Background: an optimization exercise with open tools, aiming at small area. Do not read the settings as production practice. In this exercise RTL edits were held to simulation tests only and were not proved equivalent to the original. Power is estimated from default activity; no workload was simulated.

## flow/flow/run.sh

```bash
#!/bin/bash
# Layout: the standard flow (standard.sh) with two changes:
#  1. after the standard synthesis, the combinational logic is mapped again by
#     ABC with area-oriented scripts (reabc.tcl; several scripts run, some
#     with ABC's time-limited &deepsyn, and the smallest result is kept); the
#     registers and the adder cells of the standard synthesis stay as they
#     are, with their names;
#  2. the port buffers are buf_1 cells;
#  3. timing-driven global placement does not keep its resizer changes
#     (GPL_KEEP_OVERFLOW=0); later repair steps run as usual.
# Each tool run writes its full output to a log file of its own in this folder.
set -euo pipefail
R=orfs/results/${FLOW_PLATFORM}/uc1609_framer/base
bash standard.sh synth > 1_standard_synth.log 2>&1
cp "$R/1_2_yosys.v" "$R/1_2_yosys_standard.v"
YOSYS=$(command -v yosys || echo "$FLOW_HOME/../tools/install/yosys/bin/yosys")
LIB="$FLOW_HOME/platforms/${FLOW_PLATFORM}/lib/sky130_fd_sc_hd__tt_025C_1v80.lib"
M="strash;dch;map,-a"
T="$M;$M;strash;dch;amap,-F,30,-A,30;topo;dnsize"
SCRIPTS=(
  "+$M;$T"
  "+strash;&get,-n;&deepsyn,-T,240,-S,0;&put;$T"
  "+strash;&get,-n;&deepsyn,-T,240,-S,7;&put;$T"
  "+strash;&get,-n;&deepsyn,-T,240,-S,13;&put;$T"
)
for i in "${!SCRIPTS[@]}"; do
  ( REABC_IN="$R/1_2_yosys_standard.v" REABC_OUT="$R/1_2_yosys_reabc$i.v" REABC_LIB="$LIB" \
    REABC_TOP="$FLOW_TOP" REABC_SCRIPT="${SCRIPTS[$i]}" \
      "$YOSYS" -c flow/reabc.tcl > "2_reabc$i.log" 2>&1 || true ) &
done
wait
best=""
best_area=""
for i in "${!SCRIPTS[@]}"; do
  [[ -f "$R/1_2_yosys_reabc$i.v" ]] || continue
  area=$(grep "Chip area" "2_reabc$i.log" | tail -1 | awk '{print $NF}')
  [[ -n "$area" ]] || continue
  echo "script $i: area $area" >> 2_reabc_choice.log
  if [[ -z "$best" ]] || awk "BEGIN{exit !($area < $best_area)}"; then
    best=$i; best_area=$area
  fi
done
if [[ -n "$best" ]]; then
  echo "kept script $best (area $best_area)" >> 2_reabc_choice.log
  cp "$R/1_2_yosys_reabc$best.v" "$R/1_2_yosys.v"
else
  echo "no script succeeded, kept the standard netlist" >> 2_reabc_choice.log
fi
touch "$R/1_2_yosys.v"
GPL_KEEP_OVERFLOW=0 bash standard.sh BUFFER_PORTS_ARGS="-buffer_cell sky130_fd_sc_hd__buf_1" finish > 3_standard_finish.log 2>&1
```

## flow/design.v

```verilog
module uc1609_framer (
    input  wire        clk,
    input  wire        rst,           
    input  wire        req_valid,
    input  wire [31:0] req_word,
    output wire        req_ready,
    output wire        sts_valid,
    output wire [1:0]  sts_kind,      
    output wire [3:0]  sts_code,      
    output wire [3:0]  fault_code,
    output wire [31:0] fault_req,
    output reg         fm_re,
    output wire [16:0] fm_addr,
    input  wire [7:0]  fm_rdata,
    input  wire [16:0] fm_size,
    output wire        ev_valid,
    output wire [2:0]  ev_type,
    output reg  [7:0]  ev_data,
    input  wire        ev_ready
);
    localparam [3:0] F_ILLEGAL_OP = 4'd1, F_RESERVED = 4'd2, F_VALUE_RANGE = 4'd3,
                     F_OVERLAP = 4'd4, F_ADDR_RANGE = 4'd5, F_NO_FONT = 4'd6,
                     F_FONT_OOB = 4'd7, F_GLYPH_WIDTH = 4'd8, F_CURSOR_OVF = 4'd9;
    localparam [7:0] OP_SENDCMD = 8'h01, OP_SETCUR = 8'h02, OP_CONTRAST = 8'h03,
                     OP_SCROLL = 8'h04, OP_ROTATE = 8'h05, OP_INVERT = 8'h06,
                     OP_ALLON = 8'h07, OP_DISPEN = 8'h08, OP_SYSRST = 8'h09,
                     OP_HWRST = 8'h0A, OP_INIT = 8'h0B, OP_PWRDN = 8'h0C,
                     OP_CLEAR = 8'h0D, OP_SETFONT = 8'h0E, OP_SETSCALE = 8'h0F,
                     OP_SETAA = 8'h10, OP_PUTC = 8'h11, OP_PUTCAT = 8'h12;
    localparam [4:0] S_IDLE = 5'b00000, S_ACC = 5'b00001, S_STS = 5'b00010,
                     S_SF0  = 5'b00011, S_SF1 = 5'b00100, S_H2  = 5'b00101,
                     S_H3   = 5'b00110, S_H4  = 5'b00111, S_MUL = 5'b01000,
                     S_ADV  = 5'b01001, S_SEL = 5'b01010, S_GC = 5'b01011,
                     S_TB   = 5'b10000, S_TE  = 5'b10001, S_CSA = 5'b10010,
                     S_CSD  = 5'b10011, S_F0  = 5'b10100, S_F2  = 5'b10101,
                     S_F1   = 5'b10110, S_PULSE = 5'b10111, S_GD = 5'b11110;
    reg [4:0]  state;
    reg [15:0] col_q;
    reg [2:0]  row_q;
    reg        scale2_q;
    reg        aa_q;
    reg        font_valid_q;
    reg [16:0] fb3_q;          
    reg [7:0]  fw_q;
    reg [7:0]  contrast_q;
    reg [1:0]  orient_q;       
    reg [3:0]  fault_q;
    reg [31:0] fr;             
    reg        rej;
    reg        f_clear, f_repos;
    reg        pcd;            
    wire [7:0]  cnt     = fr[7:0];
    wire [16:0] acc     = fr[24:8];
    wire [4:0]  pw      = fr[29:25];
    wire        half    = fr[30];
    wire        f_glyph = fr[31];
    assign fault_code = fault_q;
    assign fault_req  = fr;
    assign req_ready  = (state == S_ACC);
    assign sts_valid  = (state == S_STS);
    wire   fault_nz   = |fault_q;
    assign sts_kind   = {fault_nz & rej, fault_nz & !rej};
    assign sts_code   = rej ? 4'd0 : fault_q;
    assign fm_addr    = acc;
    wire [7:0] op = req_word[31:24];
    wire [7:0] fa = req_word[23:16];
    wire [7:0] fb = req_word[15:8];
    wire [7:0] fc = req_word[7:0];
    wire is_putcat = (op == OP_PUTCAT);
    wire is_char   = (op == OP_PUTC) || is_putcat;
    wire [7:0] code = fa;
    wire cls_cr  = (code == 8'h0D);
    wire cls_lf  = (code == 8'h0A);
    wire cls_tab = (code == 8'h09);
    wire cls_bs  = (code == 8'h08);
    function [3:0] inc3;    
        input [2:0] a;
        inc3 = {a[2] & a[1] & a[0], a[2] ^ (a[1] & a[0]), a[1] ^ a[0], !a[0]};
    endfunction
    function lt192;
        input [15:0] v;
        lt192 = (v[15:8] == 8'd0) && !(v[7] && v[6]);
    endfunction
    function [16:0] add17;
        input [16:0] a;
        input [16:0] b;
        input        c;
        integer k;
        reg cy;
        begin
            cy = c;
            for (k = 0; k < 17; k = k + 1) begin
                add17[k] = a[k] ^ b[k] ^ cy;
                cy = (a[k] & b[k]) | (a[k] & cy) | (b[k] & cy);
            end
        end
    endfunction
    function ge17;
        input [16:0] a;
        input [16:0] b;
        integer k;
        reg br;
        begin
            br = 1'b0;
            for (k = 0; k < 17; k = k + 1)
                br = (!a[k] & b[k]) | (!a[k] & br) | (b[k] & br);
            ge17 = !br;
        end
    endfunction
    function gt8;
        input [7:0] a;
        input [7:0] b;
        integer k;
        reg g;
        begin
            g = 1'b0;
            for (k = 0; k < 8; k = k + 1)
                g = (a[k] & !b[k]) | (a[k] & g) | (!b[k] & g);
            gt8 = g;
        end
    endfunction
    function [7:0] inc8;
        input [7:0] a;
        integer k;
        reg cy;
        begin
            cy = 1'b1;
            for (k = 0; k < 8; k = k + 1) begin
                inc8[k] = a[k] ^ cy;
                cy = a[k] & cy;
            end
        end
    endfunction
    wire [3:0]  nl_row   = scale2_q ? {row_q[2] & row_q[1], row_q[2] ^ row_q[1], !row_q[1], row_q[0]}
                                    : inc3(row_q);
    wire        nl_clear = nl_row[3];
    wire [3:0]  row_inc  = inc3(row_q);
    wire [7:0]  cnt_inc  = inc8(cnt);
    reg [31:0] mask;
    always @(*) begin
        case (op)
            OP_SENDCMD, OP_SETCUR, OP_SETFONT:             mask = 32'hFF0000FF;
            OP_CONTRAST, OP_SCROLL, OP_ROTATE, OP_INVERT,
            OP_ALLON, OP_DISPEN, OP_SETSCALE, OP_SETAA,
            OP_PUTC:                                       mask = 32'hFF00FFFF;
            OP_PUTCAT:                                     mask = 32'hFF000000;
            default:                                       mask = 32'hFFFFFFFF;
        endcase
    end
    reg [3:0] dec_fault;
    always @(*) begin
        dec_fault = 4'd0;
        if (op == 8'h00 || (|op[7:5]) || (op[4] && (op[3] || op[2] || (op[1] && op[0]))))
            dec_fault = F_ILLEGAL_OP;
        else if ((req_word & mask) != {op, 24'h000000})
            dec_fault = F_RESERVED;
        else begin
            case (op)
                OP_SENDCMD:  if ((fa & fb) != 8'h00) dec_fault = F_OVERLAP;
                OP_SETCUR:   if ((fa[7] && fa[6]) || (|fb[7:3])) dec_fault = F_ADDR_RANGE;
                OP_SCROLL:   if (|fa[7:6]) dec_fault = F_VALUE_RANGE;
                OP_ROTATE:   if ((fa & 8'hF9) != 8'h00) dec_fault = F_VALUE_RANGE;
                OP_INVERT, OP_ALLON, OP_DISPEN, OP_SETAA:
                             if (|fa[7:1]) dec_fault = F_VALUE_RANGE;
                OP_PUTCAT:   if ((fb[7] && fb[6]) || (|fc[7:3])) dec_fault = F_ADDR_RANGE;
                             else if (!font_valid_q) dec_fault = F_NO_FONT;
                OP_PUTC:     if (!font_valid_q) dec_fault = F_NO_FONT;
                default: ;
            endcase
        end
    end
    reg         x_fw, x_3, x_5, sub, cin;
    wire [7:0]  xv  = ({8{x_fw}} & fw_q) | {5'd0, x_5, x_3, x_3 | x_5};
    wire [16:0] bin = {{9{sub}}, xv ^ {8{sub}}};
    wire [16:0] sum = add17(acc, bin, cin);
    wire        ge_size = ge17(sum, fm_size);
    wire        adv_sub = cnt[7];            
    wire [16:0] adv_val = (adv_sub && sum[16]) ? 17'd0 : sum;
    wire c_gt = gt8(code, fm_rdata);
    wire c_eq = (code == fm_rdata);
    wire no_flags = !(f_clear || f_repos || f_glyph);
    reg [3:0] cmd_start;
    always @(*) begin
        case (op[3:0])
            4'hB:    cmd_start = 4'd0;     
            4'h3:    cmd_start = 4'd5;     
            4'h5:    cmd_start = 4'd8;     
            4'h1:    cmd_start = 4'd9;     
            4'h4:    cmd_start = 4'd10;    
            4'h6:    cmd_start = 4'd11;    
            4'h7:    cmd_start = 4'd12;    
            4'h9:    cmd_start = 4'd14;    
            default: cmd_start = 4'd13;    
        endcase
    end
    reg [7:0] cmd_k;
    always @(*) begin
        case (cnt[3:0])
            4'd0:    cmd_k = 8'h27;
            4'd1:    cmd_k = 8'h8A;
            4'd2:    cmd_k = 8'hA1;
            4'd3:    cmd_k = 8'hEB;
            4'd4:    cmd_k = 8'h2F;
            4'd5:    cmd_k = 8'h81;
            4'd6:    cmd_k = contrast_q;
            4'd7:    cmd_k = 8'hAF;
            4'd8:    cmd_k = {5'b11000, orient_q, 1'b0};
            4'd10:   cmd_k = 8'h40;
            4'd11:   cmd_k = 8'hA6;
            4'd12:   cmd_k = 8'hA4;
            4'd13:   cmd_k = 8'hAE;
            4'd14:   cmd_k = 8'hE2;
            default: cmd_k = 8'h00;
        endcase
    end
    wire [7:0] cmd_byte = cmd_k | (cnt[3] ? fa : 8'h00) | fb;
    wire frame_last = no_flags ? (cnt[3] || (cnt[3:0] == 4'd6 && op[3:0] == 4'h3))
                               : (cnt[1:0] == 2'd2);
    wire [2:0] page = half ? row_inc[2:0] : row_q;
    reg  [7:0] cur_byte;
    always @(*) begin
        case (cnt[1:0])
            2'd0:    cur_byte = {4'h0, col_q[3:0]};
            2'd1:    cur_byte = {4'h1, col_q[7:4]};
            default: cur_byte = {5'b10110, page};
        endcase
    end
    wire [3:0] gx     = cnt[3:0];
    wire       g_left = gx[0] || (gx == 4'd0);
    wire       g_aa   = aa_q && (gx != 4'd11);
    wire [4:0] gw     = half ? fm_rdata[7:3] : fm_rdata[4:0];
    wire [4:0] gO     = g_left ? pw : gw;
    wire [4:0] gN     = g_left ? gw : pw;
    reg  [3:0] g_odd;
    reg  [2:0] g_even;
    integer i;
    always @(*) begin
        for (i = 0; i < 4; i = i + 1)
            g_odd[i] = g_aa && !gO[i] && gO[i+1] && gN[i] && !gN[i+1];
        for (i = 0; i < 3; i = i + 1)
            g_even[i] = g_aa && gO[i] && !gO[i+1] && !gN[i] && gN[i+1];
    end
    wire [7:0] g_t = {gO[3] | g_odd[3], gO[3] | g_even[2], gO[2] | g_odd[2], gO[2] | g_even[1],
                      gO[1] | g_odd[1], gO[1] | g_even[0], gO[0] | g_odd[0], gO[0]};
    wire [7:0] g2byte = half ? {gO[4], gO[4], gO[3], g_t[6:2]} : g_t;
    wire [7:0] gd_byte = f_clear ? 8'h00 : scale2_q ? g2byte :
                         (cnt == 8'd0) ? 8'h00 : fm_rdata;
    wire g1_last = (cnt == fw_q);
    assign ev_valid = state[4];
    assign ev_type  = state[2:0];
    always @(*) begin
        case (state)
            S_F1:    ev_data = no_flags ? cmd_byte : cur_byte;
            S_GD:    ev_data = gd_byte;
            default: ev_data = 8'h00;
        endcase
    end
    wire fire = ev_valid && ev_ready;
    wire [2:0] adv_lim = {cls_tab && scale2_q, cls_tab, cls_tab || scale2_q};
    wire       g2_bot  = !half && (row_q != 3'd7);
    wire       gd_read = !f_clear && (!scale2_q || !gx[0]);
    always @(*) begin
        x_fw = 1'b0; x_3 = 1'b0; x_5 = 1'b0; sub = 1'b0; cin = 1'b0;
        fm_re = 1'b0;
        case (state)
            S_SF0: begin x_3 = 1'b1; fm_re = 1'b1; end
            S_H2:  begin sub = 1'b1; fm_re = 1'b1; end
            S_H3:  fm_re = 1'b1;
            S_MUL: x_fw = 1'b1;
            S_ADV: begin x_fw = 1'b1; sub = adv_sub; cin = !adv_sub; end
            S_TB:  cin = 1'b1;
            S_GD: begin
                if (scale2_q && gx == 4'd11) begin
                    sub = 1'b1; x_5 = 1'b1;
                end else begin
                    cin   = 1'b1;
                    fm_re = fire && gd_read;
                end
            end
            default: ;
        endcase
    end
    reg [3:0] flt;     
    wire special = cls_cr || cls_lf || cls_tab || cls_bs;
    always @(posedge clk) begin
        flt = 4'd0;
        pcd <= 1'b0;
        case (state)
            S_IDLE: begin
                f_clear <= 1'b0;
                f_repos <= 1'b0;
                rej     <= fault_nz;
                if (!fault_nz) begin
                    if (op == OP_SETFONT)       fr <= req_word;
                    else if (cls_tab || cls_bs) fr <= {7'd0, 1'b0, col_q, cls_bs, 7'd0};
                    else                        fr <= {7'd0, fb3_q, 8'd0};
                end
                if (req_valid) begin
                    state <= S_ACC;
                    if (!fault_nz) begin
                        flt = dec_fault;
                        if (dec_fault == 4'd0) begin
                            case (op)
                                OP_SENDCMD, OP_SCROLL, OP_INVERT, OP_ALLON,
                                OP_DISPEN, OP_SYSRST: state <= S_TB;
                                OP_CONTRAST: begin contrast_q <= fa; state <= S_TB; end
                                OP_ROTATE:   begin orient_q <= fa[2:1]; state <= S_TB; end
                                OP_HWRST, OP_INIT, OP_PWRDN: state <= S_PULSE;
                                OP_SETCUR: begin
                                    col_q   <= {8'h00, fa};
                                    row_q   <= fb[2:0];
                                    f_repos <= 1'b1;
                                    state   <= S_TB;
                                end
                                OP_CLEAR: begin
                                    col_q   <= 16'd0;
                                    row_q   <= 3'd0;
                                    f_clear <= 1'b1;
                                    state   <= S_TB;
                                end
                                OP_SETFONT: state <= S_SF0;
                                OP_SETSCALE: begin
                                    if (fa == 8'd1) scale2_q <= 1'b0;
                                    if (fa == 8'd2) scale2_q <= 1'b1;
                                end
                                OP_SETAA: aa_q <= fa[0];
                                OP_PUTC, OP_PUTCAT: begin
                                    if (is_putcat && special && !pcd) begin
                                        col_q <= {8'h00, fb};
                                        row_q <= fc[2:0];
                                        pcd   <= 1'b1;
                                        state <= S_IDLE;
                                    end else if (cls_cr) begin
                                        col_q <= 16'd0;
                                    end else if (cls_lf) begin
                                        if (nl_clear) begin
                                            col_q   <= 16'd0;
                                            row_q   <= 3'd0;
                                            f_clear <= 1'b1;
                                            f_repos <= 1'b1;
                                            state   <= S_TB;
                                        end else begin
                                            row_q <= nl_row[2:0];
                                            if (lt192(col_q)) begin
                                                f_repos <= 1'b1;
                                                state   <= S_TB;
                                            end
                                        end
                                    end else if (cls_tab || cls_bs) begin
                                        state <= S_ADV;
                                    end else begin
                                        state <= S_H2;
                                    end
                                end
                                default: ;
                            endcase
                        end
                    end
                end
            end
            S_SF0: begin
                if (ge_size) begin
                    flt = F_FONT_OOB;
                    state <= S_ACC;
                end else begin
                    fb3_q <= sum;
                    state <= S_SF1;
                end
            end
            S_SF1: begin
                fw_q         <= fm_rdata;
                font_valid_q <= 1'b1;
                state        <= S_ACC;
            end
            S_H2: begin
                fr[24:8] <= sum;
                state    <= S_H3;
            end
            S_H3: begin
                fr[24:8] <= fb3_q;
                state    <= c_gt ? S_GC : S_H4;
            end
            S_H4: begin
                fr[7:0] <= fm_rdata;
                if (!c_gt && !c_eq) begin
                    state <= S_GC;
                end else if (scale2_q && fw_q != 8'd5) begin
                    flt = F_GLYPH_WIDTH;
                    state <= S_ACC;
                end else begin
                    state <= S_MUL;
                end
            end
            S_MUL: begin
                if (cnt == code) begin
                    if (fw_q != 8'd0 && ge_size) begin
                        flt = F_FONT_OOB;
                        state <= S_ACC;
                    end else begin
                        fr[31] <= 1'b1;
                        state  <= S_GC;
                    end
                end else begin
                    fr[24:8] <= sum;
                    fr[7:0]  <= cnt_inc;
                end
            end
            S_GC: begin
                if (is_putcat && !pcd) begin
                    col_q <= {8'h00, fb};
                    row_q <= fc[2:0];
                    pcd   <= 1'b1;
                end else if (!f_glyph) begin
                    state <= S_ACC;
                end else begin
                    state <= S_TB;
                    if (!lt192(col_q)) begin
                        col_q   <= 16'd0;
                        f_repos <= 1'b1;
                        if (nl_clear) begin
                            f_clear <= 1'b1;
                            row_q   <= 3'd0;
                        end else begin
                            row_q   <= nl_row[2:0];
                        end
                    end
                end
            end
            S_ADV: begin
                fr[24:8] <= adv_val;
                fr[7:0]  <= cnt_inc;
                if (cnt[2:0] == adv_lim) begin
                    state <= S_ACC;
                    if (cls_tab && sum[16]) begin
                        flt = F_CURSOR_OVF;
                    end else begin
                        col_q <= adv_val[15:0];
                        if ((cls_tab || cls_bs) && lt192(adv_val[15:0])) begin
                            f_repos <= 1'b1;
                            state   <= S_TB;
                        end
                    end
                end
            end
            S_PULSE: if (fire) state <= (op[3:0] == 4'hA) ? S_ACC : S_TB;
            S_TB: begin
                if (fire) begin
                    fr[24:8] <= sum;           
                    state    <= S_CSA;
                end
            end
            S_CSA: begin
                fr[7:0] <= {4'd0, no_flags ? cmd_start : 4'd0};
                if (fire) state <= S_F0;
            end
            S_SEL: begin
                fr[7:0] <= 8'd0;
                state <= no_flags ? S_CSD : S_F0;
            end
            S_F0: if (fire) state <= S_F1;
            S_F1: if (fire) state <= S_F2;
            S_F2: begin
                if (fire) begin
                    if (!frame_last) begin
                        fr[7:0] <= cnt_inc;
                        state   <= S_F0;
                    end else begin
                        fr[7:0]   <= 8'd0;
                        fr[29:25] <= 5'd0;
                        if (no_flags) begin
                            state <= S_CSD;
                        end else if (f_clear || !f_repos) begin
                            state <= S_GD;
                        end else begin
                            f_repos <= 1'b0;
                            state   <= S_SEL;
                        end
                    end
                end
            end
            S_GD: begin
                if (fire) begin
                    fr[7:0] <= cnt_inc;
                    if (f_clear) begin
                        if (cnt == 8'd191) begin
                            fr[7:0] <= 8'd0;
                            row_q   <= row_inc[2:0];
                            if (row_q == 3'd7) begin
                                f_clear <= 1'b0;
                                state   <= S_SEL;
                            end else begin
                                state   <= S_F0;
                            end
                        end
                    end else if (scale2_q) begin
                        if (!gx[0]) begin
                            fr[24:8] <= sum;
                            if (gx != 4'd0) fr[29:25] <= gw;
                        end
                        if (gx == 4'd11) begin
                            fr[7:0] <= 8'd0;
                            if (g2_bot) begin
                                fr[30]   <= 1'b1;
                                fr[24:8] <= sum;
                                state    <= S_F0;
                            end else begin
                                fr[31] <= 1'b0;
                                state  <= S_SEL;
                            end
                        end
                    end else begin
                        fr[24:8] <= sum;
                        if (g1_last) begin
                            fr[31] <= 1'b0;
                            state  <= S_SEL;
                        end
                    end
                end
            end
            S_CSD: if (fire) state <= S_TE;
            S_TE: begin
                fr[24:8] <= {1'b0, col_q};
                fr[7:0]  <= 8'd0;
                if (fire) state <= (is_char && !special) ? S_ADV : S_ACC;
            end
            S_ACC: state <= S_STS;
            S_STS: state <= S_IDLE;
            default: state <= S_IDLE;
        endcase
        if (flt != 4'd0) begin
            fault_q <= flt;
            fr      <= req_word;
        end
        if (rst || (state == S_ACC && !fault_nz))
            fr <= 32'd0;
        if (rst) begin
            state        <= S_IDLE;
            col_q        <= 16'd0;
            row_q        <= 3'd0;
            scale2_q     <= 1'b0;
            aa_q         <= 1'b0;
            font_valid_q <= 1'b0;
            contrast_q   <= 8'h49;
            orient_q     <= 2'd0;
            fault_q      <= 4'd0;
        end
    end
endmodule
```

## flow/standard.sh

```bash
#!/bin/bash
# synth_recipe.tcl (not shown) runs the flow's synth.tcl, then flattens the netlist and writes it again
# the make line also repeats each setting of config.mk as NAME=value (left out here)
make -C /OpenROAD-flow-scripts/flow DESIGN_CONFIG=/design/flow/config.mk WORK_HOME=/design/flow/orfs CLKGATE_MAP_FILE= SYNTH_SCRIPT=/design/flow/synth_recipe.tcl "${@:-finish}"
```

## flow/config.mk

```make
export PLATFORM = sky130hd
export DESIGN_NAME = uc1609_framer
export DESIGN_NICKNAME = uc1609_framer
export VERILOG_FILES = /design/flow/design.v
export SDC_FILE = /design/flow/constraint.sdc
export NUM_CORES = 4
export LEC_CHECK = 0
export CAP_MARGIN = 20
export CORE_MARGIN = 2
export CORE_UTILIZATION = 40
export SLEW_MARGIN = 20
```

## flow/constraint.sdc

```tcl
create_clock -name core_clock -period 12.0 [get_ports {clk}]
set_input_delay 2.4000 -clock core_clock [delete_from_list [all_inputs] [get_ports {clk}]]
set_output_delay 2.4000 -clock core_clock [all_outputs]
set_load 0.01 [all_outputs]
```

## flow/flow/reabc.tcl

```tcl
# Map the combinational logic of the standard synthesis netlist again, for area.
# Registers (flip-flops) and full/half adder cells stay as they are, with their
# instance names; only the other cells are replaced.
yosys -import
set lib $::env(REABC_LIB)
read_liberty -ignore_miss_func $lib
blackbox sky130_fd_sc_hd__*df* sky130_fd_sc_hd__*dl* sky130_fd_sc_hd__fa_* sky130_fd_sc_hd__ha_*
read_verilog $::env(REABC_IN)
hierarchy -check -top $::env(REABC_TOP)
flatten
opt_clean
abc -liberty $lib -dont_use *lpflow* -dont_use *probe* -script $::env(REABC_SCRIPT)
# cell definitions again, for the checks below (flatten dropped the unused ones)
read_liberty -lib -ignore_redef $lib
opt_clean -purge
hilomap -singleton -hicell sky130_fd_sc_hd__conb_1 HI -locell sky130_fd_sc_hd__conb_1 LO
insbuf -buf sky130_fd_sc_hd__buf_1 A X
splitnets
opt_clean -purge
yosys rename -enumerate -pattern _r%_
check -assert
stat -liberty $lib
write_verilog -noattr -nohex -nodec $::env(REABC_OUT)
```

==> results of run 1 <==
[layer usage]
metal  GRT usage  wire length (um)  vias to the layer above  share of wire
met2       0.558             16500                      694           0.42
met4       0.171              1980                        0          0.050
li1            -                 -                     4122              -
met1       0.518             16000                     4486           0.41
met5           0                 0                        -              0
met3      0.0954              4750                      122           0.12
[per-stage QoR]
step | hold slack [ns] | setup TNS [ns] | util | std cells | instance area, sq um
floorplan | 0.442 | 0 | - | 1066 | 7850
global placement | 0.457 | -25.25 | 0.436 | 1395 | 8420
detailed placement | 0.466 | -11.94 | 0.439 | 1398 | 8480
CTS | 0.481 | 0 | 0.457 | 1418 | 8840
global route | 0.506 | 0 | 0.461 | 1423 | 8910
finish | 0.479 | 0 | 0.461 | 1423 | 8910
[registers in the layout, summed over array words and instances (netlist names)]
signal / flops
aa_q: 1
col_q: 16
contrast_q: 8
f_clear: 1
f_repos: 1
fault_q: 4
fb3_q: 17
font_valid_q: 1
fr: 32
fw_q: 8
orient_q: 2
pcd: 1
rej: 1
row_q: 3
scale2_q: 1
state: 5
[placed cells by master, fill, tap and decap left out, types with 9 or more instances in the layout]
master	instances
a21oi_1	51
a222oi_1	26
a22oi_1	22
a31oi_1	13
buf_1	134
buf_4	11
clkbuf_16	9
clkinv_1	191
dfxtp_1	74
edfxtp_1	28
fa_1	16
ha_1	27
nand2_1	43
nand3_1	18
nand4_1	12
nor2_1	121
nor3_1	42
o21ai_0	56
o221ai_1	44
o22ai_1	82
[power by group]
group | leakage, uW | switching (uW) | internal (uW) | total, uW
registers | 0.000864 | 102 | 431 | 533
clock network | 0.000158 | 164 | 169 | 333
logic | 0.00176 | 677 | 276 | 953
total | 0.00278 | 943 | 876 | 1820
[final cells by class]
cell class              count  area (sq um)  area share
clock buffers               9           225      0.0253
clock inverters             7          95.1      0.0107
inverters                 198           757      0.0849
multi-input cells         696          4590       0.514
flip-flops and latches    102          2320       0.261
well taps                 265           332      0.0372
repair buffers            146           597      0.0670
[critical path: cells and delay by family, from the launching register on]
family	cells	cell delay [ns]
adders and majority gates	16	5.17
AOI/OAI and AO/OA	13	3.02
buffers and inverters	8	1.42
and+or+nand+nor	5	0.87
DFF	1	0.66
[worst paths after layout]
kind / to / slack [ns] / depth (start not counted)
setup / recovery: fr[22] / 0.71 / 42
setup reg to reg: fr[22] / 0.71 / 42
hold reg to reg: contrast_q[4] / 0.48 / 2
hold / removal: contrast_q[4] / 0.48 / 2
[repair_timing]
item,CTS,global route
cloned,0,0
hold endpoints to repair,0,0
setup endpoints to repair,23,23
buffers inserted,4,5
pin swaps,1,1
hold buffers,0,0
resized for setup,4,9
==> impl_metrics.yaml, run 1 <==
critical_path:
  endpoint_kind: "flop"
  cp.arrival_ns: 11.52
  critPathRequiredTime_ns: 12.23
  crit_slowest_cell: "dfxtp_1"
  crit_path_start_kind: "flop"
  crit-reg2reg-launch: "fr[2]"
  worstSetupPathType: "flop to flop"
  cp-startpoint: "fr[2]"
  crit_path_frequent_cell: "fa_1"
  cp_max_fo: 14
  critPathMaxStageDelay_ns: 0.66
power_and_ir_drop:
  p_per_area_mw_per_mm2: 204
  irDropWorstVdd_v: 0.0000871
  leakage_uw: 0.00278
  power_uw: 1820
clock_tree:
  cts_tree: "built"
  path_clk_slew_ns: 0.08
  cts_buffers: 9
  htreeDepth: 3
  clock-sinks: 102
  cts_root_buffer: "clkbuf_16"
  cts_max_path_buffers: 2
  clk_latency_ns: 0.38
yosys:
  syn-cell-area_sq_mm: 0.00785
  avgSynthCellArea_sq_um: 7.37
  synthCells: 1066
  ys_warn_count: 1
  syn_nets: 1170
final_layout:
  nets: 1257
  antenna_cells: 0
  area_growth_pct: 13.5
  fillers: 2054
  drive_gt1_frac: 0.0415
detailed_routing:
  finalWirelength_um: 39200
  firstDrtPassIters: 7
  vias: 9424
  drt-initial-drc-count: 1489
  avgViaCountPerCell: 6.62
  post_drt_wl_per_cell_um: 27.5
  ant_nets: 0
  drc: 0
grt:
  grt_overflow: 0
  grt_max_degree: 24
  grt_antenna_before_repair: 0
  grt_pass1_vias: 8580
  track_usage: 0.378
  grt_pass1_wl_um: 56600
timing:
  fmax_mhz: 88.6
  worst_slew_pin_slew_ns: 1.21
  hold_viol: 0
  min_period_over_period: 0.941
  worst_slack_ns: 0.708
  finalCriticalPeriod_ns: 11.29
  finClkSkew_ns: 0.0177
  slew_viol_final: 0
  final-setup-viol-count: 0
  rsz0062_at_grt: "false"
  max_slew_margin: 0.190
hold_path:
  hp-start: "contrast_q[4]"
  hp-class: "flop to flop"
placement:
  gp_congestion: 1.03
  portBuffers: 134
  dp.final_hpwl_um: 31400
  place_ws_ns: -0.737
flow_run:
  max_cap_viol_count: 0
floorplan:
  start_util: 0.406
  num_io_pins: 135
  die_h_um: 144
  dieArea_sq_mm: 0.0208
  die_w_um: 144
  core_sq_mm: 0.0193
  rows: 51
status:
  status: "complete, no violations"
==> run 2, diff against run 1 <==
--- a/flow/config.mk
+++ b/flow/config.mk
@@ -10,2 +10,3 @@
 export CORE_UTILIZATION = 40
+export CTS_BUF_LIST = sky130_fd_sc_hd__clkbuf_8 sky130_fd_sc_hd__clkbuf_16
 export SLEW_MARGIN = 20
==> run 2 against run 1 <==
Area after synthesis did not move. Combinational power barely moved. Maximum frequency did not move. Clock skew did not move. Sequential power barely moved.
==> impl_metrics.yaml, run 2 <==
status:
  status: "complete, no violations"
grt:
  grt_pass1_vias: 8580
  grt_antenna_before_repair: 0
  grt_overflow: 0
  grt_max_degree: 24
  grt_pass1_wl_um: 56600
  track_usage: 0.378
timing:
  final-setup-viol-count: 0
  hold_viol: 0
  rsz0062_at_grt: "false"
  slew_viol_final: 0
  fmax_mhz: 88.6
  hold_slack_ns: 0.479
  max_slew_margin: 0.190
  min_period_over_period: 0.941
  finClkSkew_ns: 0.0177
  fin_tns_setup_ns: 0
  finalCriticalPeriod_ns: 11.29
  worst_slew_pin_slew_ns: 1.21
hold_path:
  hp-class: "flop to flop"
  hp-start: "contrast_q[4]"
critical_path:
  endpoint_kind: "flop"
  crit-reg2reg-launch: "fr[2]"
  rrSetupSlack_ns: 0.71
  cp-startpoint: "fr[2]"
  crit_path_start_kind: "flop"
  critPathMaxStageDelay_ns: 0.66
  crit_path_frequent_cell: "fa_1"
  cp.arrival_ns: 11.52
  worstSetupPathType: "flop to flop"
  crit_slowest_cell: "dfxtp_1"
  cp_max_fo: 14
  critPathRequiredTime_ns: 12.23
final_layout:
  antenna_cells: 0
  nets: 1257
  final_util: 0.461
  largest_register_ffs: 32
  area_growth_pct: 13.5
  finish.instance_area_sq_mm: 0.00891
  drive_gt1_frac: 0.0415
  regMostFlops: "fr"
  reg.largest.list: "fr: 32 flops, fb3_q: 17 flops, col_q: 16 flops"
  final_cell_mix: "clkinv_1 (191), buf_1 (134), nor2_1 (121)"
  layout_commonest_cell: "clkinv_1"
clock_tree:
  clock-sinks: 102
  cts_max_path_buffers: 2
  htreeDepth: 3
  cts_tree: "built"
  cts_buffers: 9
  postCtsHoldBufs: 0
  path_clk_slew_ns: 0.08
  cts_root_buffer: "clkbuf_16"
  clk_latency_ns: 0.38
power_and_ir_drop:
  switching_share: 0.518
  pwr-share-clk: 0.183
  internal_power_uw: 876
  leakage_uw: 0.00278
  sequentialPowerShare: 0.293
  irDropWorstVdd_v: 0.0000871
  power.share.combinational: 0.524
  p_per_area_mw_per_mm2: 204
  power_uw: 1820
  p_switching_uw: 943
floorplan:
  die_h_um: 144
  core_sq_mm: 0.0193
  num_io_pins: 135
  rows: 51
  dieArea_sq_mm: 0.0208
  start_util: 0.406
  die_w_um: 144
detailed_routing:
  drt-initial-drc-count: 1489
  vias: 9424
  avgViaCountPerCell: 6.62
  finalWirelength_um: 39200
  firstDrtPassIters: 7
  ant_nets: 0
  drc: 0
  post_drt_wl_per_cell_um: 27.5
placement:
  dp.final_hpwl_um: 31400
  portBuffers: 134
  gp_congestion: 1.03
  placedInstanceArea_sq_mm: 0.00848
yosys:
  avgSynthCellArea_sq_um: 7.37
  syn_nets: 1170
  syn-cell-area_sq_mm: 0.00785
  ys_warn_count: 1
  synthCells: 1066
flow_run:
  max_cap_viol_count: 0
## run 2: cell type report
type	instances	area, sq um
fill	2054	10400
multi-input combinational	696	4590
sequential	102	2320
inverter	198	757
timing repair buffer	146	597
tap	265	332
clock buffer	9	225
clock inverter	7	95.1
## run 2: metal layers
layer / routed length (um) / track usage / share of wire
met1: 16000 / 0.518 / 0.41
met2: 16500 / 0.558 / 0.42
met3: 4750 / 0.0954 / 0.12
met4: 1980 / 0.171 / 0.050
met5: 0 / 0 / 0
## run 2: repair_timing
action                                 4_1_cts  5_1_grt
setup endpoints to repair                   23       23
endpoints found under the hold margin        0        0
setup buffers                                4        5
pin swaps                                    1        1
gates resized for setup                      4        9
## run 2: through the flow
step	cells	setup WS [ns]
CTS	1418	0.0582
floorplan	1066	1.50
finish	1423	0.708
global route	1423	0.0497
detailed placement	1398	-0.737
global placement	1395	-1.15
## run 2: final timing paths
kind,endpoint,cells past startpoint
max,fr[22],42
min,contrast_q[4],2
max reg2reg,fr[22],42
min reg2reg,contrast_q[4],2
## run 2: power groups by stage
stage	registers (uW)	logic, uW	clock network (uW)
2_1_floorplan	494	607	0
5_1_grt	540	1020	342
6_report	533	953	333
3_5_place_dp	535	911	0
3_3_place_gp	535	908	0
4_1_cts	527	915	332
## run 2: worst max-delay path, delay by kind of cell, from the launching register on
family                   cells  cell delay, ns
adder cells (fa/ha/maj)     16            5.17
AO/OA/AOI/OAI               13            3.02
buffers and inverters        8            1.42
AND/OR/NAND/NOR              5            0.87
flip-flops                   1            0.66
==> run 3, diff against run 2 <==
--- a/flow/flow/run.sh
+++ b/flow/flow/run.sh
@@ -7,5 +7,3 @@
 #     are, with their names;
-#  2. the port buffers are buf_1 cells;
-#  3. timing-driven global placement does not keep its resizer changes
-#     (GPL_KEEP_OVERFLOW=0); later repair steps run as usual.
+#  2. the port buffers are buf_1 cells.
 # Each tool run writes its full output to a log file of its own in this folder.
--- a/flow/config.mk
+++ b/flow/config.mk
@@ -9,4 +9,4 @@
 export CORE_MARGIN = 2
-export CORE_UTILIZATION = 40
-export CTS_BUF_LIST = sky130_fd_sc_hd__clkbuf_8 sky130_fd_sc_hd__clkbuf_16
+export CORE_UTILIZATION = 65
+export PLACE_DENSITY = 0.8
 export SLEW_MARGIN = 20
==> run 3 against run 2 <==
Still clean on timing, DRC and antenna. Worst hold slack got worse by 0.0075 ns. Register-to-register slack lost 0.34 ns. Routed wire length down 6.6%. Combinational power is 9.1% lower. Sequential cell count unchanged. Clock power down 5%. First-iteration DRC count grew 86%. Via count rose by 6.9%. Area after synthesis rose by 0.48%. Utilization grew 28 points. Setup slack got worse by 0.34 ns. Clock-buffer cell count increased by 1. Largest power group unchanged. Highest routed layer unchanged.
==> impl_metrics.yaml, run 3 <==
critical_path:
  endpoint_kind: "flop"
  crit-reg2reg-launch: "state[2]"
  cp.arrival_ns: 11.85
  crit_slowest_cell: "dfxtp_1"
  cp-startpoint: "state[2]"
  critPathMaxStageDelay_ns: 0.63
  critical_path.top_delay_family: "adder cells"
  critPathBufInv: 4
  crit_path_start_kind: "flop"
  worstSetupPathType: "flop to flop"
  critPathRequiredTime_ns: 12.22
  cp_max_fo: 14
  crit_path_frequent_cell: "fa_1"
detailed_routing:
  ant_nets: 0
  firstDrtPassIters: 17
  drc: 0
  vias: 10076
  post_drt_wl_per_cell_um: 28.1
  avgViaCountPerCell: 7.73
  finalWirelength_um: 36600
  drt-initial-drc-count: 2770
timing:
  rsz0062_at_grt: "false"
  hold_viol: 0
  final-setup-viol-count: 0
  finalCriticalPeriod_ns: 11.63
  max_slew_margin: 0.243
  fmax_mhz: 86.0
  min_period_over_period: 0.969
  worst_slew_pin_slew_ns: 1.13
  worst_slack_ns: 0.371
  hold_slack_ns: 0.472
  slew_viol_final: 0
  finClkSkew_ns: 0.00998
final_layout:
  final_util: 0.737
  final_cell_mix: "clkinv_1 (180), buf_1 (134), nor2_1 (126)"
  fillers: 936
  finish.instance_area_sq_mm: 0.00878
  nets: 1256
  drive_gt1_frac: 0.0354
  seqCellArea_sq_mm: 0.00232
  layout_commonest_cell: "clkinv_1"
  fin_cells: 1304
  antenna_cells: 0
  largest_register_ffs: 32
  area_growth_pct: 11.2
  regMostFlops: "fr"
  reg.largest.list: "fr: 32 flops, fb3_q: 17 flops, col_q: 16 flops"
  multi_input_area_sq_mm: 0.00472
clock_tree:
  clk_latency_ns: 0.38
  cts_root_buffer: "clkbuf_16"
  htreeDepth: 3
  cts_tree: "built"
  postCtsHoldBufs: 0
  cts_buffers: 9
  clock-sinks: 102
  path_clk_slew_ns: 0.08
  cts_max_path_buffers: 2
flow_run:
  max_cap_viol_count: 0
hold_path:
  hp-start: "orient_q[1]"
  hp-class: "flop to flop"
floorplan:
  rows: 40
  core_sq_mm: 0.0119
  dieArea_sq_mm: 0.0130
  start_util: 0.662
  die_h_um: 114
  num_io_pins: 135
  die_w_um: 114
power_and_ir_drop:
  p_per_area_mw_per_mm2: 195
  leakage_uw: 0.00280
  irDropWorstVdd_v: 0.000125
grt:
  grt_pass1_vias: 9105
  grt_max_degree: 20
  grt_overflow: 0
  grt_pass1_wl_um: 53200
  track_usage: 0.549
  grt_antenna_before_repair: 1
yosys:
  syn_nets: 1175
  synthCells: 1071
  syn-cell-area_sq_mm: 0.00789
  ys_warn_count: 1
  avgSynthCellArea_sq_um: 7.37
placement:
  dp.final_hpwl_um: 27400
  placedInstanceArea_sq_mm: 0.00838
  portBuffers: 134
  place_ws_ns: -0.977
  dp.cells: 1286
  gp_congestion: 1.16
status:
  status: "complete, no violations"
-- run 3: cell count changes in the layout (fill, tap and decap cells not counted), sizes merged, moves of 10 or more --
cell and change:
o21ai +29, o22ai -29, o221ai -14, nor3 -13, a221oi +11, a222oi +10
clkinv -10
-- run 3: final timing paths --
kind              slack, ns  cells after the start           to
hold / removal         0.47                      2  orient_q[1]
setup reg to reg       0.37                     36       fr[17]
setup / recovery       0.37                     36       fr[17]
hold reg to reg        0.47                      2  orient_q[1]
-- run 3: final cells by class --
cell class / count / share of cell area
inverters: 184 / 0.0798
clock inverters: 6 / 0.00912
well taps: 147 / 0.0210
flip-flops and latches: 102 / 0.265
clock buffers: 10 / 0.0261
repair buffers: 139 / 0.0614
multi-input cells: 716 / 0.538
-- run 3: per-layer routing --
metal,share of wire,GRT usage
met5,0,0
met4,0.10,0.380
met3,0.18,0.251
met2,0.40,0.796
met1,0.32,0.645
-- run 3: where the power goes --
part	leakage, uW	internal, uW	switching, uW	total [uW]
combinational	0.00179	257	609	866
clock	0.000146	166	152	318
sequential	0.000864	428	95.7	524
total	0.00280	850	858	1710
-- run 3: per-stage QoR --
step / setup TNS (ns) / total power (uW)
final: 0 / 1710
after global routing: 0 / 1750
after CTS: 0 / 1620
after detailed placement: -19.88 / 1310
after global placement: -49.40 / 1290
after floorplan: 0 / 1040
-- run 3: tightest hold or removal path: cells and delay by family, from the launching register on --
kind,cells,cell delay (ns)
buffers and inverters,1,0.05
DFF,1,0.31
AOI/OAI and AO/OA,1,0.06
-- run 3: timing repair --
| item | 4_1_cts | 5_1_grt |
|---|---|---|
| setup endpoints to repair | 28 | 28 |
| pin swaps | 0 | 1 |
| cloned | 0 | 1 |
| gates resized for setup | 6 | 11 |
| buffers inserted | 0 | 1 |
==> run 4, diff against run 3 <==
--- a/flow/flow/run.sh
+++ b/flow/flow/run.sh
@@ -47,2 +47,2 @@
 touch "$R/1_2_yosys.v"
-GPL_KEEP_OVERFLOW=0 bash standard.sh BUFFER_PORTS_ARGS="-buffer_cell sky130_fd_sc_hd__buf_1" finish > 3_standard_finish.log 2>&1
+bash standard.sh BUFFER_PORTS_ARGS="-buffer_cell sky130_fd_sc_hd__buf_1" finish > 3_standard_finish.log 2>&1
--- a/flow/config.mk
+++ b/flow/config.mk
@@ -9,4 +9,3 @@
 export CORE_MARGIN = 2
-export CORE_UTILIZATION = 65
-export PLACE_DENSITY = 0.8
+export CORE_UTILIZATION = 40
 export SLEW_MARGIN = 20
==> run 4 against run 3 <==
Total power is 6.5% higher. Sequential power is 1% higher. Critical path depth is 5 higher. Maximum frequency is 4.0% higher. Synthesized cell count is 0.47% lower. Die area is 59% higher.
==> impl_metrics.yaml, run 4 <==
grt:
  grt_antenna_before_repair: 0
  grtUsageMet1: 0.521
  grt_overflow: 0
  met2_usage: 0.543
  grt_pass1_wl_um: 56400
  grt_pass1_vias: 8509
  grt_max_degree: 24
  top_usage_layer: "met2"
  track_usage: 0.376
  met3_usage: 0.0983
timing:
  final-setup-viol-count: 0
  worst_slack_ns: 0.822
  max_slew_margin: 0.233
  finClkSkew_ns: 0.0133
  rsz0062_at_grt: "false"
  finalCriticalPeriod_ns: 11.18
  min_period_over_period: 0.932
  fmax_mhz: 89.5
  worst_slew_pin_slew_ns: 1.15
  fin_tns_setup_ns: 0
  hold_viol: 0
  slew_viol_final: 0
critical_path:
  endpoint_kind: "flop"
  reg2reg_depth: 41
  cp_max_fo: 23
  cp.arrival_ns: 11.44
  r2r_end: "fr[23]"
  critPathMaxStageDelay_ns: 0.71
  worstSetupPathType: "flop to flop"
  crit_path_start_kind: "flop"
  critPathBufInv: 10
  critical_path.top_delay_family: "adder cells"
  crit_slowest_cell: "nand2_1"
  crit_path_frequent_cell: "fa_1"
  rrSetupSlack_ns: 0.82
  critPathRequiredTime_ns: 12.26
  crit-reg2reg-launch: "fr[2]"
floorplan:
  die_h_um: 144
  dieArea_sq_mm: 0.0208
  num_io_pins: 135
  die_w_um: 144
  rows: 51
  start_util: 0.406
  core_sq_mm: 0.0193
status:
  status: "complete, no violations"
detailed_routing:
  vias: 9526
  drt-initial-drc-count: 1587
  avgViaCountPerCell: 6.64
  ant_nets: 0
  post_drt_wl_per_cell_um: 27.2
  drc: 0
  firstDrtPassIters: 9
  finalWirelength_um: 39000
yosys:
  syn_nets: 1170
  avgSynthCellArea_sq_um: 7.37
  syn-cell-area_sq_mm: 0.00785
  synthCells: 1066
  ys_warn_count: 1
clock_tree:
  htreeDepth: 3
  cts-resized-gates: 0
  cts_root_buffer: "clkbuf_16"
  postCtsHoldBufs: 0
  cts_max_path_buffers: 2
  path_clk_slew_ns: 0.09
  clock-sinks: 102
  cts_buffers: 9
  cts_setup_buffers: 0
  cts_tree: "built"
  clk_latency_ns: 0.37
final_layout:
  largest_register_ffs: 32
  reg.largest.list: "fr: 32 flops, fb3_q: 17 flops, col_q: 16 flops"
  regMostFlops: "fr"
  layout_commonest_cell: "clkinv_1"
  area_growth_pct: 13.3
  nets: 1268
  drive_gt1_frac: 0.0342
  final_cell_mix: "clkinv_1 (197), buf_1 (134), nor2_1 (122)"
  antenna_cells: 0
hold_path:
  holdPathEnd: "fr[9]"
  hold_depth: 2
  hp-class: "flop to flop"
  hp-start: "fb3_q[1]"
placement:
  portBuffers: 134
  dp.final_hpwl_um: 31000
  place_ws_ns: 1.00
  gp_congestion: 0.997
flow_run:
  max_cap_viol_count: 0
power_and_ir_drop:
  leakage_uw: 0.00280
  irDropWorstVdd_v: 0.0000959
  p_per_area_mw_per_mm2: 204
-- run 4: report_power, final --
part           switching [uW]  total, uW  internal (uW)  leakage, uW
registers                99.7        531            431     0.000864
clock network             160        307            147     0.000143
logic                     680        980            301      0.00180
-- run 4: layer usage --
layer / routed length, um / vias to the layer above / share of wire
met5: 0 / - / 0
met4: 1980 / 0 / 0.051
met3: 4980 / 129 / 0.13
met2: 16200 / 723 / 0.42
met1: 15800 / 4537 / 0.41
li1: - / 4137 / -
-- run 4: worst reg2reg max path, delay by kind of cell (launching register included) --
kind | cells | cell delay (ns)
AOI/OAI and AO/OA | 10 | 1.98
buffers and inverters | 10 | 1.84
and+or+nand+nor | 5 | 1.52
DFF | 1 | 0.59
adders and majority gates | 16 | 5.17
-- run 4: how the worst max path moves through the flow --
stage | end | startpoint | cells past startpoint
floorplan | fr[22] | state[0] | 42
global placement | fr[22] | state[0] | 45
detailed placement | fr[22] | fr[2] | 44
CTS | fr[22] | fr[2] | 44
global route | fr[23] | state[0] | 42
finish | fr[23] | fr[2] | 41
-- run 4: cell type report --
type / instances / area [sq um]
fillers: 2098 / 10400
multi-input cells: 696 / 4530
flip-flops and latches: 102 / 2320
inverters: 198 / 743
repair buffers: 157 / 676
well taps: 265 / 332
clock buffers: 10 / 229
clock inverters: 6 / 62.6
-- run 4: through the flow --
stage          power, uW  instances  hold WS, ns  utilization  area (sq um)
2_1_floorplan       1100       1066        0.442            -          7850
3_3_place_gp        1480       1418        0.454        0.445          8600
3_5_place_dp        1470       1418        0.460        0.445          8600
4_1_cts             1770       1434        0.476        0.460          8890
5_1_grt             1900       1434        0.505        0.460          8890
6_report            1820       1434        0.479        0.460          8890
==> run 5, diff against run 4 <==
--- a/flow/flow/run.sh
+++ b/flow/flow/run.sh
@@ -1,3 +1,3 @@
 #!/bin/bash
-# Layout: the standard flow (standard.sh) with two changes:
+# Layout: the standard flow (standard.sh) with three changes:
 #  1. after the standard synthesis, the combinational logic is mapped again by
@@ -7,3 +7,5 @@
 #     are, with their names;
-#  2. the port buffers are buf_1 cells.
+#  2. the port buffers are buf_1 cells;
+#  3. timing-driven global placement does not keep its resizer changes
+#     (GPL_KEEP_OVERFLOW=0); later repair steps run as usual.
 # Each tool run writes its full output to a log file of its own in this folder.
@@ -17,7 +19,10 @@
 T="$M;$M;strash;dch;amap,-F,30,-A,30;topo;dnsize"
+A="strash;dch;amap,-F,30,-A,30"
+D="strash;&get,-n;&deepsyn"
 SCRIPTS=(
   "+$M;$T"
-  "+strash;&get,-n;&deepsyn,-T,240,-S,0;&put;$T"
-  "+strash;&get,-n;&deepsyn,-T,240,-S,7;&put;$T"
-  "+strash;&get,-n;&deepsyn,-T,240,-S,13;&put;$T"
+  "+$D,-T,240,-S,7;&put;$D,-T,240,-S,11;&put;$T"
+  "+$D,-T,240,-S,3;&put;$D,-T,240,-S,5;&put;$T"
+  "+$D,-T,480,-S,7;&put;$M;$A;$A;topo;dnsize"
+  "+$D,-T,240,-S,0;&put;$D,-T,240,-S,13;&put;$M;$A;$A;topo;dnsize"
 )
@@ -47,2 +52,2 @@
 touch "$R/1_2_yosys.v"
-bash standard.sh BUFFER_PORTS_ARGS="-buffer_cell sky130_fd_sc_hd__buf_1" finish > 3_standard_finish.log 2>&1
+GPL_KEEP_OVERFLOW=0 bash standard.sh BUFFER_PORTS_ARGS="-buffer_cell sky130_fd_sc_hd__buf_1" finish > 3_standard_finish.log 2>&1
==> run 5 against run 4 <==
Total power rose by 10%. Global-route usage fell by 0.84 points. Worst hold slack got worse by 0.0057 ns. Largest cell class unchanged. Still clean. Non-clock buffer count fell by 14. Clock-buffer cell count fell by 1. Setup slack got worse by 0.30 ns. Register-to-register slack got worse by 0.30 ns. Sequential power rose by 6.8%.
==> impl_metrics.yaml, run 5 <==
clock_tree:
  postCtsHoldBufs: 0
  clk_latency_ns: 0.38
  htreeDepth: 3
  cts_max_path_buffers: 2
  cts_tree: "built"
  cts_buffers: 9
  clock-sinks: 102
  cts_root_buffer: "clkbuf_16"
  path_clk_slew_ns: 0.09
final_layout:
  layout_commonest_cell: "clkinv_1"
  largest_register_ffs: 32
  drive_gt1_frac: 0.0332
  reg.largest.list: "fr: 32 flops, fb3_q: 17 flops, col_q: 16 flops"
  fin_cells: 1408
  nets: 1242
  final_cell_mix: "clkinv_1 (192), buf_1 (134), nor2_1 (120)"
  regMostFlops: "fr"
  antenna_cells: 0
  area_growth_pct: 12.8
timing:
  finClkSkew_ns: 0.0141
  max_slew_margin: 0.201
  finalCriticalPeriod_ns: 11.48
  slew_viol_final: 0
  final-setup-viol-count: 0
  hold_slack_ns: 0.473
  fmax_mhz: 87.1
  min_period_over_period: 0.957
  hold_viol: 0
  rsz0062_at_grt: "false"
  worst_slew_pin_slew_ns: 1.18
critical_path:
  crit_slowest_cell: "dfxtp_1"
  cp.arrival_ns: 11.73
  endpoint_kind: "flop"
  worstSetupPathType: "flop to flop"
  critPathRequiredTime_ns: 12.25
  cp_max_fo: 20
  critPathMaxStageDelay_ns: 0.68
  crit_path_start_kind: "flop"
  crit_path_frequent_cell: "fa_1"
flow_run:
  max_cap_viol_count: 0
detailed_routing:
  drt-initial-drc-count: 1641
  avgViaCountPerCell: 6.69
  finalWirelength_um: 38100
  firstDrtPassIters: 9
  vias: 9415
  ant_nets: 0
  drc: 0
  post_drt_wl_per_cell_um: 27.1
grt:
  grt_overflow: 0
  grt_pass1_wl_um: 55400
  grt_pass1_vias: 8602
  grt_antenna_before_repair: 0
  grt_max_degree: 22
  track_usage: 0.368
floorplan:
  die_w_um: 144
  die_h_um: 144
  start_util: 0.405
  core_sq_mm: 0.0193
  num_io_pins: 135
  rows: 51
  dieArea_sq_mm: 0.0206
yosys:
  ys_warn_count: 1
  synthCells: 1054
  syn_nets: 1158
  avgSynthCellArea_sq_um: 7.40
  syn-cell-area_sq_mm: 0.00780
power_and_ir_drop:
  power_uw: 2000
  p_per_area_mw_per_mm2: 228
  leakage_uw: 0.00279
  irDropWorstVdd_v: 0.0000820
hold_path:
  hp-class: "flop to flop"
placement:
  dp.cells: 1389
  dp.final_hpwl_um: 30100
  portBuffers: 134
  gp_congestion: 1.01
status:
  status: "complete, no violations"
-- run 5: report_power, final --
| part | internal (uW) | switching [uW] | leakage (uW) |
|---|---|---|---|
| combinational | 336 | 780 | 0.00177 |
| clock | 150 | 172 | 0.000147 |
| sequential | 448 | 120 | 0.000864 |
| total | 933 | 1070 | 0.00279 |
-- run 5: timing repair --
item | 4_1_cts | 5_1_grt
pin swaps | 0 | 1
buffers inserted | 0 | 3
endpoints found under the setup margin | 19 | 25
gates resized for setup | 5 | 6
endpoints found under the hold margin | 0 | 0
-- run 5: path summary, 6_finish.rpt --
kind	startpoint	end	slack (ns)	cells past startpoint
max	fr[3]	fr[15]	0.52	41
max reg2reg	fr[3]	fr[15]	0.52	41
min reg2reg	contrast_q[2]	contrast_q[2]	0.47	2
min	contrast_q[2]	contrast_q[2]	0.47	2
-- run 5: area by class of cell --
type | instances | area [sq um]
Multi-Input combinational cell | 687 | 4520
Clock inverter | 7 | 85.1
Timing Repair Buffer | 143 | 571
Inverter | 195 | 734
Tap cell | 265 | 332
Clock buffer | 9 | 225
Sequential cell | 102 | 2320
Fill cell | 2082 | 10500
-- run 5: layer usage --
metal | up-vias | track usage | part of all wire
met3 | 155 | 0.0796 | 0.12
met2 | 794 | 0.546 | 0.41
met1 | 4399 | 0.501 | 0.40
met4 | 0 | 0.188 | 0.060
li1 | 4067 | - | -
met5 | - | 0 | 0
-- run 5: metrics by stage --
stage | setup WS [ns] | cell area, sq um | setup TNS (ns) | utilization
6_report | 0.521 | 8790 | 0 | 0.456
5_1_grt | 0.0100 | 8790 | 0 | 0.456
4_1_cts | 0.0658 | 8760 | 0 | 0.455
3_5_place_dp | -0.753 | 8440 | -6.69 | 0.438
3_3_place_gp | -1.62 | 8370 | -30.27 | 0.434
2_1_floorplan | 1.36 | 7800 | 0 | -
-- run 5: critical path, delay by kind of cell (launching register included) --
kind,cells,cell delay [ns]
buffers and inverters,7,1.51
adders and majority gates,16,4.86
DFF,1,0.68
and+or+nand+nor,8,1.89
AOI/OAI and AO/OA,10,2.39

[afterwards: timing with drivers on the ports]
Ports are ideal in the flow. The routed layouts listed here were re-timed in OpenROAD. Step 1 assumes that a clkbuf_16 drives the clock port and a buf_2 every other input. Step 2 adds t to the input delays and takes it off the output delays; t is the mean of the earliest and latest rising clock arrival at the registers after step 1. Input paths then give back, and output paths get back, about the clock's delay inside the block. Three values: no drivers, after step 1, after step 2; two values: the first two.
| run | t, ns | setup slack, ns | latest minus earliest clock arrival (ns) |
|---|---|---|---|
| run 1 | 0.419 | 0.708 / 0.708 / 0.708 | 0.018 / 0.018 |
| run 2 | 0.419 | 0.708 / 0.708 / 0.708 | 0.018 / 0.018 |
| run 3 | 0.422 | 0.371 / 0.371 / 0.371 | 0.010 / 0.010 |
| run 4 | 0.413 | 0.822 / 0.822 / 0.822 | 0.013 / 0.013 |
| run 5 | 0.416 | 0.521 / 0.521 / 0.521 | 0.014 / 0.014 |
After both steps setup and hold are still met in every run listed.
